Source: an optimization exercise on an open RTL-to-GDS flow (aim: small area, a short achievable clock period and few clock cycles per item). Production flows keep margins and buffers that such runs may drop.
The RTL was checked by simulation tests, not by an equivalence proof against the original design.

// symbol_alphabet_rom
module symbol_alphabet_rom (
    input  wire        clk,
    input  wire        rst,
    input  wire        cmd_valid,
    output wire        cmd_ready,
    input  wire [3:0]  cmd_op,
    input  wire [63:0] cmd_opa,
    input  wire [63:0] cmd_opb,
    input  wire        si_valid,
    input  wire        si_end,
    input  wire [7:0]  si_char,
    output wire        si_ready,
    input  wire        pi_valid,
    input  wire        pi_end,
    input  wire [63:0] pi_lon,
    input  wire [63:0] pi_lat,
    output wire        pi_ready,
    output wire        so_valid,
    output wire [7:0]  so_char,
    input  wire        so_ready,
    output wire        po_valid,
    output wire [63:0] po_x,
    output wire [63:0] po_y,
    input  wire        po_ready,
    output wire        busy,
    output wire        done,
    output wire [1:0]  err,
    output wire        resv,
    output wire [63:0] res,
    output wire [31:0] ax,
    output wire [31:0] ay,
    output wire        axis
);
Settings: LEC_CHECK=0, ABC_AREA=1, CAP_MARGIN=20, CORE_MARGIN=2, CORE_UTILIZATION=25, GPL_ROUTABILITY_DRIVEN=1, PLACE_DENSITY=0.5, SETUP_SLACK_MARGIN=0.4, SLEW_MARGIN=20; clock period 24.0 ns.
run.sh (not shown) runs the stock make flow with config.mk's settings and CLKGATE_MAP_FILE= SYNTH_SCRIPT=/design/flow/synth_recipe.tcl, a recipe that flattens the netlist after the stock synthesis.
The first run ran to the end with no violations.
Testbench counts at the start, summed over its fixed seeds: cycles 12,383, items 1,954.
Change:
--- a/flow/config.mk
+++ b/flow/config.mk
@@ -11 +11 @@
-export CORE_UTILIZATION = 25
+export CORE_UTILIZATION = 15
@@ -13 +13 @@
-export PLACE_DENSITY = 0.5
+export PLACE_DENSITY = 0.35
Effect:
- The new run went through all stages and came out clean
- cell count rises by about 19%
- cell area rose by about 4%
- worst hold slack barely changes
- die area rises by about 66%
- synthesized area is unchanged
- global-route usage shrinks by 6.4 points

---

Another version of the RTL of symbol_alphabet_rom (not shown whole).
For scale: ~550 I/O pins, ~52,000 µm² of cells after synthesis.
Settings: LEC_CHECK=0, ABC_AREA=0, CAP_MARGIN=20, CORE_MARGIN=2, CORE_UTILIZATION=25, GPL_ROUTABILITY_DRIVEN=1, PLACE_DENSITY=0.5, SETUP_SLACK_MARGIN=0.4, SLEW_MARGIN=20; clock period 24.0 ns.
The first run produced a clean layout.
Testbench counts at the start, summed over its fixed seeds: cycles 11,799, items 1,954.
==> next run, changes <==
- ABC_AREA: 0 -> 1
The new run completed without violations.
Design area goes down by 6.7%.
Worst setup slack is worse by 0.70 ns.
Wire length fell by 1.1%.
Global-route usage climbs by 1.6 points.
Register-to-register slack degrades by 0.70 ns.
Sequential share of layout area rose by 1.9 points.
Hold slack improved by 0.0053 ns.

---

symbol_alphabet_rom, a different RTL version from the one above (not shown whole).
Size in the first run: ~550 I/O pins.
clock: 24.0 ns
lec_check: 0
abc_area: 1
cap_margin: 20
core_margin: 2
core_utilization: 25
gpl_routability_driven: 1
place_density: 0.5
setup_slack_margin: 0.4
slew_margin: 20
The starting point went through all stages and came out clean.
Testbench counts at the start, summed over its fixed seeds: cycles 12,335, items 1,954.
Change:
Settings changed: CORE_UTILIZATION 25 to 45, PLACE_DENSITY 0.5 to 0.65.
Maximum frequency is lower by 4.2%.
First-iteration DRC count went up by 10%.
Synthesized cell count is unchanged.
Worst setup slack degrades by 0.47 ns.

---

Setup of exp/delta:
Another version of the RTL of symbol_alphabet_rom (not shown whole).
Size: about 6700 cells after synthesis, about 650 flip-flops.
clock: 24.0 ns
lec_check: 0
abc_area: 1
cap_margin: 20
core_margin: 2
core_utilization: 25
gpl_routability_driven: 1
place_density: 0.5
setup_slack_margin: 0.4
slew_margin: 20
exp/delta was carried through to the last stage, and its layout satisfied the timing, DRC and antenna checks.
Testbench counts of exp/delta, summed over its fixed seeds: cycles 12,516, items 1,954.
Input changes introduced in exp/umber (baseline for comparison: exp/delta):
- SLEW_MARGIN: 20 -> 0
- CAP_MARGIN: 20 -> 0
Results
- exp/delta and exp/umber ended up with roughly the same clock-pin slew reported for the worst setup and hold paths after clock tree synthesis.
- Delta (exp/umber minus exp/delta): worst setup margin lost 0.0033 ns, register fraction of the total cell area saw little to no change, worst-margin pin slew has decreased.
- Comparing exp/delta with exp/umber, the core utilization came out essentially unchanged.
- exp/delta -> exp/umber: number of tapcells delta 0, exact match
- Re met3 wirelength from detailed routing: exp/delta and exp/umber aren't equal, and the higher value belongs to exp/delta.

[separate check: timing with driven ports]
Ports are ideal in the flow. The routed layouts listed here were re-timed in OpenROAD. Step 1: set_driving_cell puts a clkbuf_16 on clk and a buf_2 on each other input, an assumption about the parent block. Step 2 also shifts input and output timing later by t, the mid clock arrival at the registers, as if the neighbouring blocks saw the same clock. Slacks: ideal / step 1 / step 2; pairs: ideal / step 1.
run	t (ns)	slack for setup (ns)	worst setup path after step 2
the first run of note 1	0.810	15.540 / 15.540 / 15.540	register to register
the second run of note 1	0.811	15.035 / 15.035 / 15.035	register to register
the first run of note 2	0.828	13.064 / 13.064 / 13.064	register to register
the second run of note 2	0.785	12.359 / 12.359 / 12.359	register to register
the first run of note 3	0.788	13.268 / 13.268 / 13.268	register to register
the second run of note 3	0.757	12.798 / 12.798 / 12.798	register to register
exp/delta	0.778	15.984 / 15.904 / 15.726	input to register
exp/umber	0.778	15.980 / 15.901 / 15.726	input to register
After both steps setup and hold are still met in every run listed. For exp/delta, which loses most, drivers alone change the setup slack by -0.080 ns; drivers and shift together by -0.258 ns.
